Context: an optimization exercise on an open-source flow, tuned for small area, a short achievable clock period and few clock cycles. The choices shown serve that exercise and are no tape-out recipe.
Only simulation tests tie the RTL to the original design; equivalence was not proved.
No activity file was given, so power comes from the tool's default toggle rates.

### design/flow/run.sh
#!/bin/bash
# synth_recipe.tcl (not shown) runs the flow's synth.tcl, then flattens the netlist and writes it again
# the make line also repeats each setting of config.mk as NAME=value (left out here)
make -C /OpenROAD-flow-scripts/flow DESIGN_CONFIG=/design/flow/config.mk WORK_HOME=/design/flow/orfs CLKGATE_MAP_FILE= SYNTH_SCRIPT=/design/flow/synth_recipe.tcl finish
### design/flow/config.mk
export PLATFORM = sky130hd
export DESIGN_NAME = rle_codec
export DESIGN_NICKNAME = rle_codec
export VERILOG_FILES = /design/flow/design.v
export SDC_FILE = /design/flow/constraint.sdc
export NUM_CORES = 4
export LEC_CHECK = 0
export CAP_MARGIN = 20
export CORE_MARGIN = 2
export CORE_UTILIZATION = 40
export SLEW_MARGIN = 20
### design/flow/constraint.sdc
create_clock -name core_clock -period 11.0 [get_ports {clk}]
set_input_delay 2.2000 -clock core_clock [delete_from_list [all_inputs] [get_ports {clk}]]
set_output_delay 2.2000 -clock core_clock [all_outputs]
set_load 0.01 [all_outputs]
### design/flow/design.v
module drift_score (
    input  wire       clk,
    input  wire       shift,       
    input  wire [7:0] b,
    output wire       over         
);
    reg [127:0] r;
    reg [31:0]  p;
    wire [7:0] d = b ^ r[127:120];
    wire [3:0] pc = d[0] + d[1] + d[2] + d[3] + d[4] + d[5] + d[6] + d[7];
    wire [1:0] pn = (pc > 4'd2) ? 2'd3 : pc[1:0];
    integer k;
    reg [5:0] sum;
    always @* begin
        sum = 6'd0;
        for (k = 0; k < 15; k = k + 1)
            sum = sum + {4'd0, p[2*k +: 2]};
    end
    wire [1:0] keep = (sum > 6'd2) ? 2'd3 : sum[1:0];
    assign over = ({1'b0, keep} + {1'b0, pn}) > 3'd2;
    always @(posedge clk) begin
        if (shift) begin
            r <= {r[119:0], b};
            p <= {p[29:0], pn};
        end
    end
endmodule
module rle_encoder (
    input  wire       clk,
    input  wire       rst,
    input  wire       cmd_valid,
    output wire       cmd_ready,
    input  wire [1:0] cmd_op,
    input  wire [7:0] cmd_byte,
    output wire       out_valid,
    input  wire       out_ready,
    output wire [7:0] out_byte
);
    localparam [1:0] OP_BYTE = 2'b01, OP_FLUSH = 2'b10, OP_INIT = 2'b11;
    localparam [7:0] MARKER = 8'h7E;
    reg [4:0] widx;         
    reg       full;         
    reg       supp;         
    reg [7:0] prev;
    reg [2:0] run;
    reg       xm, xt, xe;
    reg [2:0] xr;
    reg [7:0] xd;
    reg       ym, yt, ye;
    reg [2:0] yr;
    reg [7:0] yd;
    wire xv = xm | xt | xe;
    wire yv = ym | yt | ye;
    assign cmd_ready = !yv;
    assign out_valid = xv;
    assign out_byte  = xm ? MARKER :
                       xt ? {xr, xe ? 5'd31 : xd[4:0]} : xd;
    wire acc   = cmd_valid && !yv;
    wire xlast = (xm + xt + xe) == 2'd1;
    wire xfree = !xv || (xlast && out_ready);    
    wire is_byte  = (cmd_op == OP_BYTE);
    wire is_flush = (cmd_op == OP_FLUSH);
    wire over;
    drift_score u_score (.clk(clk), .shift(acc && is_byte), .b(cmd_byte), .over(over));
    wire now_full = full || (widx == 5'd31);
    wire mark     = now_full && over && !supp;
    wire [7:0] delta  = cmd_byte ^ prev;
    wire       absorb = (delta == 8'd0) && (run != 3'd7);
    wire       esc    = (delta >= 8'd31) || (run == 3'd3 && delta == 8'd30);
    reg       nm, nt, ne;
    reg [2:0] nr;
    reg [7:0] nd;
    always @* begin
        nm = 1'b0; nt = 1'b0; ne = 1'b0; nr = run; nd = delta;
        if (is_byte) begin
            nm = mark;
            nt = !absorb;
            ne = !absorb && esc;
        end else if (is_flush) begin
            nt = (run != 3'd0);
            nr = run - 3'd1;
            nd = 8'd0;
        end
    end
    wire nv = acc && (nm | nt);
    always @(posedge clk) begin
        if (rst) begin
            widx <= 5'd0;
            full <= 1'b0;
            supp <= 1'b0;
            prev <= 8'd0;
            run  <= 3'd0;
            xm <= 1'b0; xt <= 1'b0; xe <= 1'b0;
            ym <= 1'b0; yt <= 1'b0; ye <= 1'b0;
        end else begin
            if (xfree) begin
                if (yv) begin
                    xm <= ym; xt <= yt; xe <= ye; xr <= yr; xd <= yd;
                    ym <= 1'b0; yt <= 1'b0; ye <= 1'b0;
                end else if (nv) begin
                    xm <= nm; xt <= nt; xe <= ne; xr <= nr; xd <= nd;
                end else begin
                    xm <= 1'b0; xt <= 1'b0; xe <= 1'b0;
                end
            end else begin
                if (out_ready) begin
                    if (xm)      xm <= 1'b0;
                    else if (xt) xt <= 1'b0;
                end
                if (nv) begin
                    ym <= nm; yt <= nt; ye <= ne; yr <= nr; yd <= nd;
                end
            end
            if (acc) begin
                case (cmd_op)
                    OP_BYTE: begin
                        widx <= widx + 5'd1;
                        if (widx == 5'd31) full <= 1'b1;
                        if (now_full) supp <= mark;
                        if (absorb) begin
                            run <= run + 3'd1;
                        end else begin
                            prev <= cmd_byte;
                            run  <= 3'd0;
                        end
                    end
                    OP_FLUSH: run <= 3'd0;
                    OP_INIT: begin
                        widx <= 5'd0;
                        full <= 1'b0;
                        supp <= 1'b0;
                        prev <= 8'd0;
                        run  <= 3'd0;
                    end
                    default: ;
                endcase
            end
        end
    end
endmodule
module rle_decoder (
    input  wire        clk,
    input  wire        rst,
    input  wire        cmd_valid,
    output wire        cmd_ready,
    input  wire [1:0]  cmd_op,
    input  wire [7:0]  cmd_byte,
    input  wire [15:0] cmd_cap,
    output wire        out_valid,
    input  wire        out_ready,
    output wire [7:0]  out_byte,
    output wire [15:0] out_index,
    output wire        res_valid,
    output wire [1:0]  res_status,
    output wire [15:0] res_count
);
    localparam [1:0] OP_BYTE = 2'b01, OP_END = 2'b10, OP_INIT = 2'b11;
    localparam [1:0] ST_OK = 2'd0, ST_CAP = 2'd1, ST_TRUNC = 2'd2;
    localparam [7:0] MARKER = 8'h7E;
    reg        esc_pending;
    reg [2:0]  esc_run;
    reg [15:0] room;        
    reg [1:0]  status;
    reg [7:0]  prev;
    reg [15:0] out_count;
    reg        xv, xh, yv, yh;
    reg [2:0]  xc, yc;
    reg [7:0]  xd, yd;
    wire xunit = xv && (xh || xc != 3'd0);
    wire xctl  = xv && !xh && xc == 3'd0;
    assign cmd_ready  = !yv;
    assign out_valid  = xunit;
    assign out_byte   = (xc != 3'd0) ? prev : prev ^ xd;
    assign out_index  = out_count;
    assign res_valid  = xctl && !xd[0];
    assign res_status = xd[2:1];
    assign res_count  = out_count;
    wire acc   = cmd_valid && !yv;
    wire xlast = xh ? (xc == 3'd0) : (xc == 3'd1);
    wire xfree = !xv || xctl || (xlast && out_ready);
    reg       unit;
    reg [2:0] u_run;
    reg [7:0] u_delta;
    always @* begin
        unit = 1'b0; u_run = 3'd0; u_delta = 8'd0;
        if (status == ST_OK) begin
            if (esc_pending) begin
                unit = 1'b1; u_run = esc_run; u_delta = cmd_byte;
            end else if (cmd_byte != MARKER && cmd_byte[4:0] != 5'd31) begin
                unit = 1'b1; u_run = cmd_byte[7:5]; u_delta = {3'd0, cmd_byte[4:0]};
            end
        end
    end
    wire [3:0]  need  = {1'b0, u_run} + 4'd1;
    wire        fits  = (room[15:3] != 13'd0) || (room[3:0] >= need);
    wire [15:0] room_left = room - {12'd0, need};
    reg       nv, nh;
    reg [2:0] nc;
    reg [7:0] nd;
    always @* begin
        nv = 1'b0; nh = 1'b0; nc = 3'd0; nd = u_delta;
        case (cmd_op)
            OP_BYTE: begin
                nv = unit && (fits || room[2:0] != 3'd0);
                nh = fits;
                nc = fits ? u_run : room[2:0];
            end
            OP_END: begin
                nv = 1'b1;
                nd = {5'd0, (status == ST_OK && esc_pending) ? ST_TRUNC : status, 1'b0};
            end
            OP_INIT: begin
                nv = 1'b1;
                nd = 8'd1;
            end
            default: ;
        endcase
        nv = nv && acc;
    end
    always @(posedge clk) begin
        if (rst) begin
            esc_pending <= 1'b0;
            esc_run     <= 3'd0;
            room        <= 16'd0;
            status      <= ST_OK;
            prev        <= 8'd0;
            out_count   <= 16'd0;
            xv <= 1'b0;
            yv <= 1'b0;
        end else begin
            if (xctl && xd[0]) begin
                prev      <= 8'd0;
                out_count <= 16'd0;
            end else if (xunit && out_ready) begin
                out_count <= out_count + 16'd1;
                if (xc != 3'd0) xc <= xc - 3'd1;
                else            prev <= prev ^ xd;
            end
            if (xfree) begin
                if (yv) begin
                    xv <= 1'b1; xh <= yh; xc <= yc; xd <= yd;
                    yv <= 1'b0;
                end else begin
                    xv <= nv; xh <= nh; xc <= nc; xd <= nd;
                end
            end else if (nv) begin
                yv <= 1'b1; yh <= nh; yc <= nc; yd <= nd;
            end
            if (acc) begin
                case (cmd_op)
                    OP_BYTE: begin
                        if (status == ST_OK) begin
                            if (esc_pending)
                                esc_pending <= 1'b0;
                            else if (cmd_byte != MARKER && cmd_byte[4:0] == 5'd31) begin
                                esc_pending <= 1'b1;
                                esc_run     <= cmd_byte[7:5];
                            end
                        end
                        if (unit) begin
                            if (fits) begin
                                room <= room_left;
                            end else begin
                                room   <= 16'd0;
                                status <= ST_CAP;
                            end
                        end
                    end
                    OP_END: begin
                        if (status == ST_OK && esc_pending) status <= ST_TRUNC;
                    end
                    OP_INIT: begin
                        esc_pending <= 1'b0;
                        esc_run     <= 3'd0;
                        room        <= cmd_cap;
                        status      <= ST_OK;
                    end
                    default: ;
                endcase
            end
        end
    end
endmodule
module rle_codec (
    input  wire        clk,
    input  wire        rst,
    input  wire        enc_cmd_valid,
    output wire        enc_cmd_ready,
    input  wire [1:0]  enc_cmd_op,
    input  wire [7:0]  enc_cmd_byte,
    output wire        enc_out_valid,
    input  wire        enc_out_ready,
    output wire [7:0]  enc_out_byte,
    input  wire        dec_cmd_valid,
    output wire        dec_cmd_ready,
    input  wire [1:0]  dec_cmd_op,
    input  wire [7:0]  dec_cmd_byte,
    input  wire [15:0] dec_cmd_cap,
    output wire        dec_out_valid,
    input  wire        dec_out_ready,
    output wire [7:0]  dec_out_byte,
    output wire [15:0] dec_out_index,
    output wire        dec_res_valid,
    output wire [1:0]  dec_res_status,
    output wire [15:0] dec_res_count
);
    rle_encoder u_enc (
        .clk(clk), .rst(rst),
        .cmd_valid(enc_cmd_valid), .cmd_ready(enc_cmd_ready),
        .cmd_op(enc_cmd_op), .cmd_byte(enc_cmd_byte),
        .out_valid(enc_out_valid), .out_ready(enc_out_ready), .out_byte(enc_out_byte)
    );
    rle_decoder u_dec (
        .clk(clk), .rst(rst),
        .cmd_valid(dec_cmd_valid), .cmd_ready(dec_cmd_ready),
        .cmd_op(dec_cmd_op), .cmd_byte(dec_cmd_byte), .cmd_cap(dec_cmd_cap),
        .out_valid(dec_out_valid), .out_ready(dec_out_ready),
        .out_byte(dec_out_byte), .out_index(dec_out_index),
        .res_valid(dec_res_valid), .res_status(dec_res_status), .res_count(dec_res_count)
    );
endmodule
==> results.py, run 1 <==
metrics = {
    "grt": {
        "grt_use_total_pct": 15.2,
        "grt_pass1_wl_mm": 38.4,
        "grt_pass1_vias": 7285,
        "grt_max_degree": 84,
        "grt_overflow_total": 0,
        "antenna_found_initial": 1,
    },
    "timing": {
        "hold_ws_ns": 0.417,
        "period_needed_ns": 7.30,
        "fmax_mhz": 137,
        "grt_setup_unrepaired": "no",
        "worst_slew_margin_rel_pct": 32.6,
        "worst_pin_slew_ns": 1.01,
        "fin_tns_setup_ns": 0,
        "fin_crit_sh_pct": 66.4,
        "hold_viol": 0,
        "fin_skew_ns": 0.00850,
        "slew_viol_final": 0,
        "setup_viol": 0,
    },
    "power": {
        "power.density_nw_per_um2": 184,
        "ir_drop_v": 0.000115,
        "power_w": 0.00267,
        "power_leakage_nw": 5.13,
    },
    "route": {
        "vias": 7314,
        "routed_wirelength_mm": 23.9,
        "wl_met2_mm": 10.4,
        "ant_nets": 0,
        "drtPass1Iterations": 5,
        "drc": 0,
        "drt_iter0_drc": 493,
        "dr_wl_met3_mm": 1.11,
        "top_layer": "met4",
        "vias_per_cell": 5.05,
        "wl_per_cell_um": 16.5,
        "wirelength_met1_mm": 12.0,
    },
    "final_layout": {
        "seqCellArea_um2": 7570,
        "nNetsFinal": 1136,
        "postLayoutCoreUtil_pct": 48.6,
        "mostFrequentLayoutCells": "edfxtp_1, clkdlybuf4s50_1, inv_1",
        "areaGrowthSynthToFinish_pct": 18.9,
        "drive_above_1_share_pct": 8.50,
        "final_common_cell": "edfxtp_1",
        "stdcell_count": 1449,
        "multi_input_comb_area_um2": 4120,
        "nFillCells": 2622,
        "antenna_cells": 0,
    },
    "die": {
        "dieArea_um2": 31900,
        "die_w_um": 179,
        "rows": 63,
        "initial_core_util_pct": 40.9,
        "top_level_ports": 97,
        "die_h_um": 179,
        "core_um2": 29800,
    },
    "synth": {
        "ys_async_sr_fraction_pct": 0,
        "syn_area_um2": 12200,
        "synth.top_cell.area_share_pct": 50.3,
        "avgSynthCellArea_um2": 13.0,
        "seq_area_frac_synth_pct": 62.1,
        "ys_warn_count": 3,
        "synth-edff-count": 204,
        "synth_area_leaders": "edfxtp_1, dfxtp_1, fa_1, ha_1, xnor2_1",
        "synth-seq-cells": 276,
        "synth_top_area_cell": "edfxtp_1",
        "synth_nets": 1040,
        "ys_types": 68,
        "synth_cells": 939,
        "yosys_most_used_dff": "edfxtp_1",
    },
    "worst_setup_path": {
        "crit_required_ns": 11.26,
        "crit_fanout": 11,
        "crit_type": "in2reg",
        "start_kind": "primary input",
        "cp_data_arrival_time_ns": 7.56,
        "endpoint_kind": "register",
    },
    "clock_tree": {
        "htreeDepth": 1,
        "clockBufferDepth": 3,
        "clk_latency_ns": 0.56,
        "cts_sinks": 276,
        "post_cts_buffers": 0,
        "postCtsHoldBufs": 0,
        "clk_pin_slew_ns": 0.06,
        "cts_tree": "built",
        "ctsResizeCount": 0,
        "cts_buffers": 31,
        "cts_root_buffer": "clkbuf_16",
    },
    "placement": {
        "gp_congestion": 0.830,
        "portBuffers": 96,
        "placed_cells": 1392,
        "dpl.hpwl_mm": 16.4,
    },
    "run": {
        "cap_violations": 0,
    },
    "run_status": {
        "outcome": "no timing/DRC/antenna violations",
    },
    "min_path": {
        "hp-class": "reg2reg",
    },
}
-- stage by stage --
stage / setup WS, ns / cell area (um^2)
CTS: 3.72 / 14500
finish: 3.70 / 14500
detailed placement: 3.13 / 13500
floorplan: 0.551 / 12200
global route: 3.32 / 14500
global placement: 3.24 / 13500
-- cell type report --
type,count,area share [%]
inverter,74,1.92
clock inverter,18,1.25
timing repair buffer,107,7.20
multi-input combinational,545,28.4
tap,390,3.37
clock buffer,39,5.63
sequential,276,52.2
-- critical path, cell delays in order --
cell and delay, ns:
clkdlybuf4s50_1 0.56, xnor2_1 0.17, fa_1 0.48, fa_1 0.53, fa_1 0.49, inv_1 0.07, ha_1 0.16, inv_1 0.05
fa_1 0.38, a2111oi_0 0.40, a21o_1 0.15, nand2b_1 0.07, ha_1 0.21, fa_1 0.48, a21oi_1 0.09, nor3_1 0.28
or3_1 0.16, o221ai_1 0.12, a211oi_1 0.27, buf_4 0.23
-- sequential cells by signal (all words and copies together) (netlist names), 2 cells and up --
name,cells
u_dec.esc_run,3
u_dec.out_count,16
u_dec.prev,8
u_dec.room,16
u_dec.status,2
u_dec.xc,3
u_dec.xd,8
u_dec.yc,3
u_dec.yd,8
u_enc.prev,8
u_enc.run,3
u_enc.u_score.p,30
u_enc.u_score.r,128
u_enc.widx,5
u_enc.xd,8
u_enc.xr,3
u_enc.yd,8
u_enc.yr,3
-- cell families after synthesis --
logic type      share of synthesized area [%]
buf+inv                                  4.24
xor+xnor                                 3.74
compound gates                           7.79
fa+ha+maj                                8.03
simple gates                             10.9
flops                                    62.1
mux                                      3.24
-- synth_stat cells, types with 7 or more instances --
library cell / n
xor2_1: 19
edfxtp_1: 204
mux2_2: 20
and2_1: 16
ha_1: 27
nand4_1: 10
nand2b_1: 14
xnor2_1: 33
a21oi_1: 38
nor2b_1: 10
a211oi_1: 8
mux2i_1: 17
nand2_1: 58
nor3_1: 24
o32ai_1: 7
o21ai_0: 16
fa_1: 32
nand3_1: 23
inv_1: 73
nor2_1: 66
buf_4: 19
clkbuf_1: 21
dfxtp_1: 72
a32oi_1: 7
-- power breakdown --
| part | total, W | internal [W] | switching [W] |
|---|---|---|---|
| sequential | 0.00119 | 0.00116 | 0.0000266 |
| combinational | 0.000481 | 0.000201 | 0.000280 |
| clock | 0.00100 | 0.000595 | 0.000407 |
-- final timing paths --
path / start / to / slack (ns) / cells past startpoint
max: enc_cmd_byte[1] / u_enc.xd[1]$_DFFE_PP_ / 3.70 / 20
min: u_enc.u_score.r[73]$_DFFE_PP_ / u_enc.u_score.r[81]$_DFFE_PP_ / 0.42 / 0
max reg2reg: u_enc.u_score.p[7]$_DFFE_PP_ / u_enc.xd[1]$_DFFE_PP_ / 4.30 / 22
min reg2reg: u_enc.u_score.r[73]$_DFFE_PP_ / u_enc.u_score.r[81]$_DFFE_PP_ / 0.42 / 0
-- metal layers --
metal	GRT usage, %	vias to the layer above
li1	-	3577
met5	0	-
met3	2.86	31
met4	3.66	0
met1	22.7	3571
met2	22.8	135
Testbench counts, summed over its fixed seeds: cycles 31,571.
==> inputs of run 2 (changes only) <==
--- a/design/flow/design.v
+++ b/design/flow/design.v
@@ -2,22 +2,40 @@
     input  wire       clk,
     input  wire       shift,       
     input  wire [7:0] b,
+    output wire [7:0] last,        
     output wire       over         
 );
     reg [127:0] r;
     reg [31:0]  p;
+    assign last = r[7:0];
+    function [1:0] sat_add;
+        input [1:0] a, b;
+        begin
+            sat_add[1] = a[1] | b[1] | (a[0] & b[0]);
+            sat_add[0] = (a[0] ^ b[0]) | (a[1] & (b[1] | b[0])) | (b[1] & a[0]);
+        end
+    endfunction
+    function [1:0] pc2;
+        input [1:0] x;
+        pc2 = {x[1] & x[0], x[1] ^ x[0]};
+    endfunction
     wire [7:0] d = b ^ r[127:120];
-    wire [3:0] pc = d[0] + d[1] + d[2] + d[3] + d[4] + d[5] + d[6] + d[7];
-    wire [1:0] pn = (pc > 4'd2) ? 2'd3 : pc[1:0];
-    integer k;
-    reg [5:0] sum;
-    always @* begin
-        sum = 6'd0;
-        for (k = 0; k < 15; k = k + 1)
-            sum = sum + {4'd0, p[2*k +: 2]};
-    end
-    wire [1:0] keep = (sum > 6'd2) ? 2'd3 : sum[1:0];
-    assign over = ({1'b0, keep} + {1'b0, pn}) > 3'd2;
+    wire [1:0] q0 = sat_add(pc2(d[1:0]), pc2(d[3:2]));
+    wire [1:0] q1 = sat_add(pc2(d[5:4]), pc2(d[7:6]));
+    wire [1:0] pn = sat_add(q0, q1);
+    wire [1:0] s0 = sat_add(p[1:0],   p[3:2]);
+    wire [1:0] s1 = sat_add(p[5:4],   p[7:6]);
+    wire [1:0] s2 = sat_add(p[9:8],   p[11:10]);
+    wire [1:0] s3 = sat_add(p[13:12], p[15:14]);
+    wire [1:0] s4 = sat_add(p[17:16], p[19:18]);
+    wire [1:0] s5 = sat_add(p[21:20], p[23:22]);
+    wire [1:0] s6 = sat_add(p[25:24], p[27:26]);
+    wire [1:0] t0 = sat_add(s0, s1);
+    wire [1:0] t1 = sat_add(s2, s3);
+    wire [1:0] t2 = sat_add(s4, s5);
+    wire [1:0] t3 = sat_add(s6, p[29:28]);
+    wire [1:0] keep = sat_add(sat_add(t0, t1), sat_add(t2, t3));
+    assign over = sat_add(keep, pn) == 2'd3;
     always @(posedge clk) begin
         if (shift) begin
             r <= {r[119:0], b};
@@ -41,7 +59,6 @@
     reg [4:0] widx;         
     reg       full;         
     reg       supp;         
-    reg [7:0] prev;
     reg [2:0] run;
     reg       xm, xt, xe;
     reg [2:0] xr;
@@ -60,8 +77,10 @@
     wire xfree = !xv || (xlast && out_ready);    
     wire is_byte  = (cmd_op == OP_BYTE);
     wire is_flush = (cmd_op == OP_FLUSH);
+    wire [7:0] last;
     wire over;
-    drift_score u_score (.clk(clk), .shift(acc && is_byte), .b(cmd_byte), .over(over));
+    drift_score u_score (.clk(clk), .shift(acc && is_byte), .b(cmd_byte), .last(last), .over(over));
+    wire [7:0] prev = (full || widx != 5'd0) ? last : 8'd0;
     wire now_full = full || (widx == 5'd31);
     wire mark     = now_full && over && !supp;
     wire [7:0] delta  = cmd_byte ^ prev;
@@ -88,7 +107,6 @@
             widx <= 5'd0;
             full <= 1'b0;
             supp <= 1'b0;
-            prev <= 8'd0;
             run  <= 3'd0;
             xm <= 1'b0; xt <= 1'b0; xe <= 1'b0;
             ym <= 1'b0; yt <= 1'b0; ye <= 1'b0;
@@ -117,20 +135,14 @@
                         widx <= widx + 5'd1;
                         if (widx == 5'd31) full <= 1'b1;
                         if (now_full) supp <= mark;
-                        if (absorb) begin
-                            run <= run + 3'd1;
-                        end else begin
-                            prev <= cmd_byte;
-                            run  <= 3'd0;
-                        end
+                        run <= absorb ? run + 3'd1 : 3'd0;
                     end
                     OP_FLUSH: run <= 3'd0;
                     OP_INIT: begin
                         widx <= 5'd0;
                         full <= 1'b0;
                         supp <= 1'b0;
-                        prev <= 8'd0;
-                        run  <= 3'd0;
+                                    run  <= 3'd0;
                     end
                     default: ;
                 endcase
@@ -193,7 +205,9 @@
     end
     wire [3:0]  need  = {1'b0, u_run} + 4'd1;
     wire        fits  = (room[15:3] != 13'd0) || (room[3:0] >= need);
-    wire [15:0] room_left = room - {12'd0, need};
+    wire [4:0]  lo_left   = {1'b0, room[3:0]} - {1'b0, need};
+    wire [11:0] hi_dec    = room[15:4] - 12'd1;
+    wire [15:0] room_left = {lo_left[4] ? hi_dec : room[15:4], lo_left[3:0]};
     reg       nv, nh;
     reg [2:0] nc;
     reg [7:0] nd;
==> run 2 against run 1 <==
Effect of this change: worst setup slack better by 1.4 ns; non-clock buffer count down 4; sequential share of layout area up 1.0 points; hold slack worse by 0.0035 ns; combinational power down 51%; global-route usage down 0.83 points; critical endpoint is now u_enc.yd[6]$_DFFE_PP_.
==> results.py, run 2 <==
metrics = {
    "power": {
        "p_switching_w": 0.000533,
        "ir_drop_v": 0.000102,
        "p_int_w": 0.00177,
        "power_frac_seq_pct": 49.6,
        "power_leakage_nw": 4.84,
        "pwr-share-comb_pct": 10.2,
        "switching_share_pct": 23.1,
        "power.density_nw_per_um2": 166,
        "clkPwrFrac_pct": 40.2,
    },
    "grt": {
        "grt_pass1_vias": 6760,
        "grt_pass1_wl_mm": 36.1,
        "grt_overflow_total": 0,
        "grt_use_total_pct": 14.3,
        "grt_max_degree": 163,
        "antenna_found_initial": 0,
    },
    "synth": {
        "synth-compound-area-share_pct": 9.50,
        "synth-edff-count": 204,
        "synth_nets": 1039,
        "ys_async_sr_fraction_pct": 0,
        "yosys.area_share.adder_pct": 4.80,
        "avgSynthCellArea_um2": 12.4,
        "synth_area_leaders": "edfxtp_1, dfxtp_1, ha_1, nor2_1, xor2_1",
        "seq_area_frac_synth_pct": 62.8,
        "ys_types": 72,
        "synth_common_cells": "edfxtp_1, nor2_1, nand2_1, dfxtp_1, ha_1",
        "ys_warn_count": 3,
        "synth-seq-cells": 268,
        "synth.most_common_cell": "edfxtp_1",
        "synth-xor-area-share_pct": 4.76,
        "yosys.area_share.simple_pct": 13.2,
        "synth_top_family_by_area": "simple AND/OR/NAND/NOR gates",
        "syn_area_um2": 11800,
        "synth.top_cell.area_share_pct": 52.0,
        "yosys_most_used_dff": "edfxtp_1",
        "synth_top_area_cell": "edfxtp_1",
        "synth.mux.area_fraction_pct": 1.36,
        "synth_cells": 953,
    },
    "clock_tree": {
        "postCtsHoldBufs": 0,
        "clockBufferDepth": 3,
        "ctsResizeCount": 0,
        "post_cts_buffers": 0,
        "cts_buffers": 28,
        "cts_sinks": 268,
        "cts_tree": "built",
        "htreeDepth": 1,
        "clk_latency_ns": 0.53,
        "cts_root_buffer": "clkbuf_16",
        "clk_pin_slew_ns": 0.06,
    },
    "worst_setup_path": {
        "crit_type": "in2reg",
        "start_kind": "primary input",
        "startpoint": "enc_cmd_byte[2]",
        "endpoint_kind": "register",
        "crit_fanout": 11,
        "r2r-start": "u_enc.u_score.p[10]$_DFFE_PP_",
        "cp_data_arrival_time_ns": 6.04,
        "crit_required_ns": 11.15,
    },
    "die": {
        "die_h_um": 176,
        "top_level_ports": 97,
        "initial_core_util_pct": 40.8,
        "rows": 62,
        "dieArea_um2": 30900,
        "die_w_um": 176,
        "core_um2": 28900,
    },
    "timing": {
        "setup_viol": 0,
        "fmax_mhz": 170,
        "worst_pin_slew_ns": 0.954,
        "worst_slew_margin_rel_pct": 36.3,
        "fin_tns_setup_ns": 0,
        "hold_viol": 0,
        "slew_viol_final": 0,
        "hold_ws_ns": 0.413,
        "fin_skew_ns": 0.00918,
        "post-route-worst-setup-slack_ns": 5.11,
        "grt_setup_unrepaired": "no",
        "fin_crit_sh_pct": 53.5,
        "period_needed_ns": 5.89,
    },
    "final_layout": {
        "nNetsFinal": 1117,
        "areaGrowthSynthToFinish_pct": 18.1,
        "final_common_cell": "edfxtp_1",
        "top_regs": "u_enc.u_score.r: 128 flops, u_enc.u_score.p: 30 flops",
        "drive_above_1_share_pct": 7.88,
        "largest_register_ffs": 128,
        "stdcell_count": 1437,
        "top_register": "u_enc.u_score.r",
        "nFillCells": 2597,
        "antenna_cells": 0,
        "mostFrequentLayoutCells": "edfxtp_1, nor2_1, clkdlybuf4s50_1",
        "final_cell_area_um2": 13900,
    },
    "placement": {
        "pre_cts_ws_ns": 4.55,
        "dpl.hpwl_mm": 14.7,
        "placed_area_um2": 13000,
        "gp_congestion": 0.775,
        "placed_cells": 1385,
        "portBuffers": 96,
    },
    "route": {
        "ant_nets": 0,
        "vias": 7179,
        "drtPass1Iterations": 5,
        "drt_iter0_drc": 522,
        "routed_wirelength_mm": 22.3,
        "drc": 0,
        "wl_per_cell_um": 15.5,
        "vias_per_cell": 5.00,
    },
    "min_path": {
        "hp-class": "reg2reg",
        "hold_start": "u_enc.u_score.r[32]$_DFFE_PP_",
    },
    "run_status": {
        "outcome": "no timing/DRC/antenna violations",
    },
    "run": {
        "cap_violations": 0,
    },
}
-- run 2: cell type report --
class	instances	area (um^2)	share of cell area, %
flip-flops and latches	268	7410	53.2
multi-input cells	597	3980	28.6
repair buffers	103	1020	7.33
clock buffers	37	786	5.64
well taps	384	480	3.45
clock inverters	15	124	0.890
inverters	33	124	0.890
-- run 2: critical path: stages --
cell and delay (ns):
clkdlybuf4s50_1 0.71, xor2_1 0.23, ha_1 0.26, ha_1 0.27, a221o_1 0.28, ha_1 0.32
o21bai_1 0.18, ha_1 0.30, o311ai_0 0.13, a41oi_1 0.35, nor2_1 0.11, nor2_1 0.69
-- run 2: final timing paths --
path / cells after the start / slack, ns / end
worst max register to register: 13 / 6.44 / u_enc.yd[6]$_DFFE_PP_
worst max-delay path: 12 / 5.11 / u_enc.yd[6]$_DFFE_PP_
worst min register to register: 0 / 0.41 / u_enc.u_score.r[40]$_DFFE_PP_
worst min-delay path: 0 / 0.41 / u_enc.u_score.r[40]$_DFFE_PP_
-- run 2: layer usage --
layer	GRT usage, %	part of all wire (%)	wire, um
met1	21.4	50	11200
met3	2.47	3.7	824
met5	0	0	0
met4	3.10	1.7	381
met2	22.0	44	9850
-- run 2: power groups by stage --
stage | Sequential (W) | Combinational, W | Clock, W
floorplan | 0.00116 | 0.000169 | 0
detailed placement | 0.00116 | 0.000236 | 0
finish | 0.00114 | 0.000235 | 0.000927
global placement | 0.00116 | 0.000233 | 0
global route | 0.00115 | 0.000265 | 0.000997
CTS | 0.00114 | 0.000237 | 0.000953
-- run 2: kinds of logic after synthesis --
group,after synthesis
XOR/XNOR,64
AND/OR/NAND/NOR,318
AO/OA/AOI/OAI,156
multiplexers,15
flip-flops,268
adder cells (fa/ha/maj),44
buffers and inverters,88
-- run 2: through the flow --
step | util (%) | power, W
global route | 48.2 | 0.00241
CTS | 48.2 | 0.00233
floorplan | - | 0.00133
global placement | 45.1 | 0.00140
finish | 48.2 | 0.00230
detailed placement | 45.1 | 0.00140
Testbench counts of run 2, summed over its fixed seeds: cycles 31,571.
==> inputs of run 3 (changes only) <==
--- a/design/flow/config.mk
+++ b/design/flow/config.mk
@@ -8,4 +8,5 @@
 export CAP_MARGIN = 20
 export CORE_MARGIN = 2
 export CORE_UTILIZATION = 40
+export SETUP_SLACK_MARGIN = 5
 export SLEW_MARGIN = 20
==> run 3 against run 2 <==
Effect of this change: core utilization rose by 0.15 points; non-clock buffer count fell by 1; maximum frequency rose by 2.3%; sequential cell count did not move; via count rose by 0.92%; area after synthesis did not move; global-route usage fell by 0.052 points; worst setup slack improved by 0.13 ns; clock-buffer cell count rose by 4; critical path type unchanged.
==> results.py, run 3 <==
metrics = {
    "run_status": {
        "outcome": "no timing/DRC/antenna violations",
    },
    "timing": {
        "hold_viol": 0,
        "fin_tns_setup_ns": 0,
        "fin_skew_ns": 0.0235,
        "hold_ws_ns": 0.409,
        "period_needed_ns": 5.75,
        "worst_slew_margin_rel_pct": 33.5,
        "fmax_mhz": 174,
        "slew_viol_final": 0,
        "setup_viol": 0,
        "worst_pin_slew_ns": 0.997,
        "grt_setup_unrepaired": "no",
        "fin_crit_sh_pct": 52.3,
    },
    "route": {
        "drt_iter0_drc": 356,
        "wl_per_cell_um": 15.4,
        "drc": 0,
        "routed_wirelength_mm": 22.2,
        "vias_per_cell": 5.03,
        "vias": 7245,
        "ant_nets": 0,
        "drtPass1Iterations": 4,
    },
    "grt": {
        "grt_use_total_pct": 14.3,
        "grt_pass1_vias": 7022,
        "grt_pass1_wl_mm": 36.3,
        "antenna_found_initial": 2,
        "grt_overflow_total": 0,
        "grt_max_degree": 83,
    },
    "clock_tree": {
        "cts_root_buffer": "clkbuf_16",
        "cts_buffers": 29,
        "cts_sinks": 268,
        "clk_pin_slew_ns": 0.06,
        "ctsResizeCount": 0,
        "postCtsHoldBufs": 0,
        "cts_tree": "built",
        "clk_latency_ns": 0.56,
        "htreeDepth": 1,
        "post_cts_buffers": 0,
        "clockBufferDepth": 3,
    },
    "min_path": {
        "hp-class": "reg2reg",
    },
    "final_layout": {
        "areaGrowthSynthToFinish_pct": 18.4,
        "largest_register_ffs": 128,
        "final_common_cell": "edfxtp_1",
        "top_register": "u_enc.u_score.r",
        "postLayoutCoreUtil_pct": 48.4,
        "top_regs": "u_enc.u_score.r: 128 flops, u_enc.u_score.p: 30 flops",
        "drive_above_1_share_pct": 7.87,
        "stdcell_count": 1440,
        "nFillCells": 2602,
        "mostFrequentLayoutCells": "edfxtp_1, nor2_1, clkdlybuf4s50_1",
        "nNetsFinal": 1117,
    },
    "run": {
        "cap_violations": 0,
    },
    "worst_setup_path": {
        "reg2reg_slack_ns": 6.56,
        "r2r-start": "u_enc.u_score.p[8]$_DFFE_PP_",
        "start_kind": "primary input",
        "crit_fanout": 11,
        "crit_required_ns": 11.19,
        "rr_worst_depth": 13,
        "cp_num_buf_inv": 1,
        "endpoint_kind": "register",
        "startpoint": "enc_cmd_byte[3]",
        "crit_end": "u_enc.xd[6]$_DFFE_PP_",
        "critPathSlowestCell": "clkdlybuf4s50_1",
        "crit_path_cell_trace": "clkdlybuf4s50_1, xor2_1, ha_1, ha_1, a221o_1, ha_1, o21bai_1, ha_1, o311ai_0, a41oi_1, nor2_2, a211oi_4",
        "crit_family": "compound AO/OA/AOI/OAI gates",
        "crit_top_cell": "ha_1",
        "slowest_delay_ns": 0.70,
        "crit_type": "in2reg",
        "r2r-end": "u_enc.xd[6]$_DFFE_PP_",
        "cp.depth": 12,
        "cp_data_arrival_time_ns": 5.95,
    },
    "die": {
        "die_w_um": 176,
        "core_um2": 28900,
        "top_level_ports": 97,
        "dieArea_um2": 30900,
        "die_h_um": 176,
        "rows": 62,
        "initial_core_util_pct": 40.8,
    },
    "synth": {
        "yosys_most_used_dff": "edfxtp_1",
        "synth_nets": 1039,
        "synth_top_area_cell": "edfxtp_1",
        "synth.top_cell.area_share_pct": 52.0,
        "ys_types": 72,
        "synth-seq-cells": 268,
        "avgSynthCellArea_um2": 12.4,
        "synth_area_leaders": "edfxtp_1, dfxtp_1, ha_1, nor2_1, xor2_1",
        "ys_async_sr_fraction_pct": 0,
        "ys_warn_count": 3,
        "syn_area_um2": 11800,
        "synth-edff-count": 204,
        "seq_area_frac_synth_pct": 62.8,
        "synth.most_common_cell": "edfxtp_1",
        "synth_common_cells": "edfxtp_1, nor2_1, nand2_1, dfxtp_1, ha_1",
        "synth_cells": 953,
    },
    "placement": {
        "gp_congestion": 0.801,
        "portBuffers": 96,
        "dpl.hpwl_mm": 14.6,
        "placed_cells": 1384,
    },
    "power": {
        "power.density_nw_per_um2": 167,
        "ir_drop_v": 0.000100,
        "power_leakage_nw": 4.85,
    },
}
-- run 3: cell counts after synthesis --
No cell type changed its count.
-- run 3: cell families (layout without fill, tap and decap cells) --
logic type	Yosys count	in the layout	share of synthesized area, %
AOI/OAI and AO/OA	156	156	9.50
xor gates and xnor gates	64	64	4.76
adders and majority gates	44	44	4.80
buffers and inverters	88	189	3.55
DFF	268	268	62.8
muxes	15	15	1.36
other	0	2	0
and+or+nand+nor	318	318	13.2
-- run 3: stage by stage --
stage | worst slack, ns | total power [W] | instance area (um^2)
2_1_floorplan | 2.64 | 0.00133 | 11800
3_3_place_gp | 4.75 | 0.00140 | 13000
3_5_place_dp | 4.70 | 0.00140 | 13000
4_1_cts | 5.30 | 0.00237 | 14000
5_1_grt | 5.02 | 0.00244 | 14000
6_report | 5.25 | 0.00233 | 14000
-- run 3: routing by layer --
metal / track usage [%] / wire length (um) / vias to the layer above
met2: 22.0 / 9530 / 136
met5: 0 / 0 / -
met1: 20.6 / 11200 / 3467
li1: - / - / 3606
met4: 4.06 / 473 / 0
met3: 2.84 / 998 / 36
-- run 3: power breakdown --
part | switching, W | internal [W] | total [W] | leakage, nW
clock | 0.000385 | 0.000571 | 0.000956 | 0.453
combinational | 0.000132 | 0.000102 | 0.000234 | 2.01
sequential | 0.0000203 | 0.00112 | 0.00114 | 2.39
-- run 3: layout make-up --
class | instances | area, um^2 | share of cell area (%)
well taps | 384 | 480 | 3.44
clock buffers | 41 | 791 | 5.66
multi-input cells | 597 | 4000 | 28.7
repair buffers | 102 | 1000 | 7.17
clock inverters | 13 | 150 | 1.08
diodes | 2 | 5.00 | 0.0358
inverters | 33 | 124 | 0.887
flip-flops and latches | 268 | 7410 | 53.1
-- run 3: how the worst min path moves through the flow --
stage                     depth (start not counted)                        endpoint  slack, ns                      startpoint
after floorplan                                   0  u_enc.u_score.r[100]$_DFFE_PP_       0.40   u_enc.u_score.r[92]$_DFFE_PP_
after global placement                            0  u_enc.u_score.r[112]$_DFFE_PP_       0.40  u_enc.u_score.r[104]$_DFFE_PP_
after detailed placement                          0  u_enc.u_score.r[100]$_DFFE_PP_       0.40   u_enc.u_score.r[92]$_DFFE_PP_
after CTS                                         0  u_enc.u_score.r[122]$_DFFE_PP_       0.40  u_enc.u_score.r[114]$_DFFE_PP_
after global routing                              0  u_enc.u_score.r[122]$_DFFE_PP_       0.42  u_enc.u_score.r[114]$_DFFE_PP_
final                                             0  u_enc.u_score.r[122]$_DFFE_PP_       0.41  u_enc.u_score.r[114]$_DFFE_PP_
-- run 3: worst reg2reg max path, stage by stage (launching register included) --
cell,delay (ns)
edfxtp_1,0.41
ha_1,0.20
or3_1,0.34
a2111oi_0,0.43
o21bai_1,0.13
ha_1,0.30
o21bai_1,0.16
ha_1,0.32
or2_2,0.32
ha_1,0.29
o311ai_0,0.12
a41oi_1,0.42
nor2_2,0.11
a211oi_4,0.52
==> inputs of run 4 (changes only) <==
--- a/design/flow/design.v
+++ b/design/flow/design.v
@@ -60,20 +60,18 @@
     reg       full;         
     reg       supp;         
     reg [2:0] run;
-    reg       xm, xt, xe;
+    reg       xv, xt, xe;
+    reg [7:0] ob;
     reg [2:0] xr;
     reg [7:0] xd;
-    reg       ym, yt, ye;
+    reg       yv, ym, yt, ye;
     reg [2:0] yr;
     reg [7:0] yd;
-    wire xv = xm | xt | xe;
-    wire yv = ym | yt | ye;
     assign cmd_ready = !yv;
     assign out_valid = xv;
-    assign out_byte  = xm ? MARKER :
-                       xt ? {xr, xe ? 5'd31 : xd[4:0]} : xd;
+    assign out_byte  = ob;
     wire acc   = cmd_valid && !yv;
-    wire xlast = (xm + xt + xe) == 2'd1;
+    wire xlast = !xt && !xe;
     wire xfree = !xv || (xlast && out_ready);    
     wire is_byte  = (cmd_op == OP_BYTE);
     wire is_flush = (cmd_op == OP_FLUSH);
@@ -102,30 +100,40 @@
         end
     end
     wire nv = acc && (nm | nt);
+    wire       lm = yv ? ym : nm;
+    wire       lt = yv ? yt : nt;
+    wire       le = yv ? ye : ne;
+    wire [2:0] lr = yv ? yr : nr;
+    wire [7:0] ld = yv ? yd : nd;
     always @(posedge clk) begin
         if (rst) begin
             widx <= 5'd0;
             full <= 1'b0;
             supp <= 1'b0;
             run  <= 3'd0;
-            xm <= 1'b0; xt <= 1'b0; xe <= 1'b0;
-            ym <= 1'b0; yt <= 1'b0; ye <= 1'b0;
+            xv <= 1'b0; xt <= 1'b0; xe <= 1'b0;
+            yv <= 1'b0;
         end else begin
             if (xfree) begin
-                if (yv) begin
-                    xm <= ym; xt <= yt; xe <= ye; xr <= yr; xd <= yd;
-                    ym <= 1'b0; yt <= 1'b0; ye <= 1'b0;
-                end else if (nv) begin
-                    xm <= nm; xt <= nt; xe <= ne; xr <= nr; xd <= nd;
-                end else begin
-                    xm <= 1'b0; xt <= 1'b0; xe <= 1'b0;
-                end
+                xv <= yv || nv;
+                xt <= lm && lt;
+                xe <= le;
+                xr <= lr;
+                xd <= ld;
+                ob <= lm ? MARKER : {lr, le ? 5'd31 : ld[4:0]};
+                yv <= 1'b0;
             end else begin
                 if (out_ready) begin
-                    if (xm)      xm <= 1'b0;
-                    else if (xt) xt <= 1'b0;
+                    if (xt) begin
+                        xt <= 1'b0;
+                        ob <= {xr, xe ? 5'd31 : xd[4:0]};
+                    end else begin
+                        xe <= 1'b0;
+                        ob <= xd;
+                    end
                 end
                 if (nv) begin
+                    yv <= 1'b1;
                     ym <= nm; yt <= nt; ye <= ne; yr <= nr; yd <= nd;
                 end
             end
@@ -142,7 +150,7 @@
                         widx <= 5'd0;
                         full <= 1'b0;
                         supp <= 1'b0;
-                                    run  <= 3'd0;
+                        run  <= 3'd0;
                     end
                     default: ;
                 endcase
@@ -175,21 +183,22 @@
     reg [1:0]  status;
     reg [7:0]  prev;
     reg [15:0] out_count;
-    reg        xv, xh, yv, yh;
-    reg [2:0]  xc, yc;
-    reg [7:0]  xd, yd;
-    wire xunit = xv && (xh || xc != 3'd0);
-    wire xctl  = xv && !xh && xc == 3'd0;
+    reg        xu, xend, xh;
+    reg [2:0]  xk;
+    reg [7:0]  xd;
+    reg        yv, yh;
+    reg [2:0]  yc;
+    reg [7:0]  yd;
     assign cmd_ready  = !yv;
-    assign out_valid  = xunit;
-    assign out_byte   = (xc != 3'd0) ? prev : prev ^ xd;
+    assign out_valid  = xu;
+    assign out_byte   = prev;
     assign out_index  = out_count;
-    assign res_valid  = xctl && !xd[0];
-    assign res_status = xd[2:1];
+    assign res_valid  = xend;
+    assign res_status = xd[1:0];
     assign res_count  = out_count;
     wire acc   = cmd_valid && !yv;
-    wire xlast = xh ? (xc == 3'd0) : (xc == 3'd1);
-    wire xfree = !xv || xctl || (xlast && out_ready);
+    wire xlast = (xk == 3'd0) || (xk == 3'd1 && !xh);
+    wire xfree = !xu || (xlast && out_ready);
     reg       unit;
     reg [2:0] u_run;
     reg [7:0] u_delta;
@@ -221,16 +230,22 @@
             end
             OP_END: begin
                 nv = 1'b1;
-                nd = {5'd0, (status == ST_OK && esc_pending) ? ST_TRUNC : status, 1'b0};
+                nd = {6'd0, (status == ST_OK && esc_pending) ? ST_TRUNC : status};
             end
             OP_INIT: begin
                 nv = 1'b1;
-                nd = 8'd1;
+                nd = 8'd4;
             end
             default: ;
         endcase
         nv = nv && acc;
     end
+    wire       lv = yv || nv;
+    wire       lh = yv ? yh : nh;
+    wire [2:0] lc = yv ? yc : nc;
+    wire [7:0] ld = yv ? yd : nd;
+    wire       lunit = lv && (lh || lc != 3'd0);
+    wire       lctl  = lv && !lh && lc == 3'd0;
     always @(posedge clk) begin
         if (rst) begin
             esc_pending <= 1'b0;
@@ -239,24 +254,30 @@
             status      <= ST_OK;
             prev        <= 8'd0;
             out_count   <= 16'd0;
-            xv <= 1'b0;
-            yv <= 1'b0;
+            xu   <= 1'b0;
+            xend <= 1'b0;
+            yv   <= 1'b0;
         end else begin
-            if (xctl && xd[0]) begin
-                prev      <= 8'd0;
-                out_count <= 16'd0;
-            end else if (xunit && out_ready) begin
+            if (xu && out_ready) begin
                 out_count <= out_count + 16'd1;
-                if (xc != 3'd0) xc <= xc - 3'd1;
-                else            prev <= prev ^ xd;
+                if (xk != 3'd0) xk <= xk - 3'd1;
+                if (xk == 3'd1 && xh) begin
+                    xh   <= 1'b0;
+                    prev <= prev ^ xd;
+                end
             end
             if (xfree) begin
-                if (yv) begin
-                    xv <= 1'b1; xh <= yh; xc <= yc; xd <= yd;
-                    yv <= 1'b0;
-                end else begin
-                    xv <= nv; xh <= nh; xc <= nc; xd <= nd;
+                xu   <= lunit;
+                xend <= lctl && !ld[2];
+                xh   <= lh && lc != 3'd0;
+                xk   <= lc;
+                xd   <= ld;
+                if (lunit && lc == 3'd0) prev <= prev ^ ld;
+                if (lctl && ld[2]) begin
+                    prev      <= 8'd0;
+                    out_count <= 16'd0;
                 end
+                yv <= 1'b0;
             end else if (nv) begin
                 yv <= 1'b1; yh <= nh; yc <= nc; yd <= nd;
             end
==> run 4 against run 3 <==
Effect of this change: still clean on timing, DRC and antenna; register-to-register slack got worse by 0.43 ns; die area rose by 6.4%; global-route usage rose by 0.85 points; hold slack improved by 0.0070 ns; worst setup slack got worse by 0.053 ns; combinational power rose by 28%; core utilization barely moved; critical endpoint is now u_enc.ob[2]$_DFFE_PP_.
==> results.py, run 4 <==
metrics = {
    "grt": {
        "grt_overflow_total": 0,
        "antenna_found_initial": 0,
        "grt_max_degree": 87,
        "grt_pass1_wl_mm": 40.8,
        "grt_use_total_pct": 15.1,
        "grt_pass1_vias": 7710,
    },
    "power": {
        "power.density_nw_per_um2": 173,
        "power_leakage_nw": 5.12,
        "power_w": 0.00257,
        "ir_drop_v": 0.000110,
    },
    "synth": {
        "synth_cells": 996,
        "synth.most_common_cell": "edfxtp_1",
        "yosys_most_used_dff": "edfxtp_1",
        "ys_types": 90,
        "ys_warn_count": 3,
        "seq_area_frac_synth_pct": 61.5,
        "ys_async_sr_fraction_pct": 0,
        "synth_area_leaders": "edfxtp_1, dfxtp_1, ha_1, nor2_1, xor2_1",
        "synth_common_cells": "edfxtp_1, nor2_1, nand2_1, dfxtp_1, a21oi_1",
        "syn_area_um2": 12600,
        "synth-edff-count": 215,
        "synth-seq-cells": 278,
        "synth.top_cell.area_share_pct": 51.4,
        "synth_top_area_cell": "edfxtp_1",
        "avgSynthCellArea_um2": 12.6,
        "synth_nets": 1081,
    },
    "route": {
        "vias": 7944,
        "drt_iter0_drc": 556,
        "wl_per_cell_um": 16.6,
        "routed_wirelength_mm": 24.8,
        "drtPass1Iterations": 5,
        "vias_per_cell": 5.30,
        "drc": 0,
        "ant_nets": 0,
    },
    "timing": {
        "fin_tns_setup_ns": 0,
        "worst_slew_margin_rel_pct": 28.6,
        "slew_viol_final": 0,
        "setup_viol": 0,
        "fin_crit_sh_pct": 52.8,
        "worst_pin_slew_ns": 1.07,
        "hold_viol": 0,
        "post-route-worst-setup-slack_ns": 5.19,
        "fin_skew_ns": 0.0473,
        "grt_setup_unrepaired": "no",
        "hold_ws_ns": 0.416,
        "period_needed_ns": 5.81,
        "fmax_mhz": 172,
    },
    "worst_setup_path": {
        "crit_fanout": 8,
        "endpoint_kind": "register",
        "start_kind": "primary input",
        "cp_data_arrival_time_ns": 6.14,
        "crit_type": "in2reg",
        "crit_required_ns": 11.34,
    },
    "clock_tree": {
        "cts_sinks": 278,
        "cts_tree": "built",
        "cts_root_buffer": "clkbuf_16",
        "postCtsHoldBufs": 0,
        "clk_latency_ns": 0.59,
        "clockBufferDepth": 3,
        "htreeDepth": 1,
        "clk_pin_slew_ns": 0.06,
        "cts_buffers": 30,
    },
    "final_layout": {
        "final_common_cell": "edfxtp_1",
        "nFillCells": 2765,
        "top_register": "u_enc.u_score.r",
        "stdcell_count": 1498,
        "drive_above_1_share_pct": 9.44,
        "largest_register_ffs": 128,
        "antenna_cells": 0,
        "nNetsFinal": 1163,
        "top_regs": "u_enc.u_score.r: 128 flops, u_enc.u_score.p: 30 flops",
        "mostFrequentLayoutCells": "edfxtp_1, clkdlybuf4s50_1, nor2_1",
        "areaGrowthSynthToFinish_pct": 18.6,
    },
    "placement": {
        "gp_congestion": 0.755,
        "pre_cts_ws_ns": 4.03,
        "dpl.hpwl_mm": 16.5,
        "portBuffers": 96,
        "placed_cells": 1438,
    },
    "die": {
        "die_w_um": 181,
        "top_level_ports": 97,
        "die_h_um": 181,
        "rows": 64,
        "core_um2": 30700,
        "dieArea_um2": 32800,
        "initial_core_util_pct": 40.8,
    },
    "run": {
        "cap_violations": 0,
    },
    "run_status": {
        "outcome": "no timing/DRC/antenna violations",
    },
    "min_path": {
        "hp-class": "reg2reg",
    },
}
-- run 4: area by class of cell --
class | instances | area, um^2 | share of cell area [%]
clock inverters | 18 | 259 | 1.74
well taps | 396 | 495 | 3.33
inverters | 30 | 113 | 0.757
flip-flops and latches | 278 | 7720 | 51.8
clock buffers | 38 | 781 | 5.25
multi-input cells | 631 | 4430 | 29.8
repair buffers | 107 | 1090 | 7.30
-- run 4: routing by layer --
metal	share of wire [%]	routed length, um	GRT usage (%)	vias to the layer above
li1	-	-	-	3894
met1	49	12200	22.2	3852
met2	44	10800	22.7	162
met3	5.4	1350	3.06	36
met4	1.9	476	4.49	0
met5	0	0	0	-
-- run 4: cell families after synthesis --
kind of cell,after synthesis,synth area share [%]
compound gates,216,12.6
xor+xnor,41,2.86
fa+ha+maj,43,4.35
buf+inv,87,3.58
flops,278,61.5
mux,18,1.54
simple gates,313,13.6
-- run 4: repair_timing --
action                                  in CTS  in global routing
gates resized for setup                      5                  8
cloned                                       0                  0
pin swaps                                    1                  2
endpoints found under the setup margin      18                 57
buffers inserted                             2                  1
-- run 4: worst max-delay path, stage by stage --
cell           delay, ns
dlygate4sd2_1       0.34
xor2_1              0.21
ha_1                0.32
ha_1                0.29
a221o_1             0.29
ha_1                0.33
o21bai_1            0.20
ha_1                0.20
or4_1               0.49
nor4_1              0.20
a311oi_1            0.12
nor2b_2             0.23
o41a_4              0.50
o22a_1              0.21
-- run 4: path summary, 6_finish.rpt --
check / start / end / slack [ns] / cells after the start
worst max-delay path: enc_cmd_byte[1] / u_enc.ob[2]$_DFFE_PP_ / 5.19 / 14
worst min-delay path: u_enc.u_score.r[62]$_DFFE_PP_ / u_enc.u_score.r[70]$_DFFE_PP_ / 0.42 / 0
worst max register to register: u_enc.u_score.p[0]$_DFFE_PP_ / u_enc.ob[2]$_DFFE_PP_ / 6.13 / 16
worst min register to register: u_enc.u_score.r[62]$_DFFE_PP_ / u_enc.u_score.r[70]$_DFFE_PP_ / 0.42 / 0
-- run 4: where the power goes --
group / leakage, nW / switching, W / internal, W
sequential: 2.50 / 0.0000308 / 0.00118
clock: 0.500 / 0.000415 / 0.000643
combinational: 2.11 / 0.000166 / 0.000133
total: 5.12 / 0.000613 / 0.00196
-- run 4: through the flow --
stage	utilization, %	area, um^2
after floorplan	-	12600
after global placement	44.7	13700
after detailed placement	44.7	13700
after CTS	48.1	14800
after global routing	48.4	14900
final	48.4	14900
Testbench counts of run 4, summed over its fixed seeds: cycles 31,571.

-- what the ideal ports hide --
How much do the figures lean on ideal ports? The routed layouts below were timed once more, with nothing changed but the port constraints.
Step 1, drivers: a clkbuf_16 drives clk and a buf_2 each remaining input, both assumed.
Step 2 also shifts input and output timing later by t, the mid clock arrival at the registers, as if the neighbouring blocks saw the same clock.
Three values: no drivers, after step 1, after step 2; two values: the first two.
run	t (ns)	setup slack, ns	worst setup path at the end	latest minus earliest clock arrival (ns)	worst register clock-pin slew, ns
run 1	0.603	3.701 / 3.717 / 3.114	input to register	0.013 / 0.013	0.06 / 0.06
run 2	0.573	5.114 / 5.131 / 4.559	input to register	0.010 / 0.009	0.06 / 0.06
run 3	0.594	5.248 / 5.257 / 4.663	input to register	0.028 / 0.028	0.06 / 0.06
run 4	0.616	5.195 / 5.216 / 4.600	input to register	0.048 / 0.048	0.07 / 0.07
After both steps every run listed still meets setup and hold. The setup slack of run 4, which loses most, moves by +0.021 ns with the drivers and by -0.595 ns with both steps.
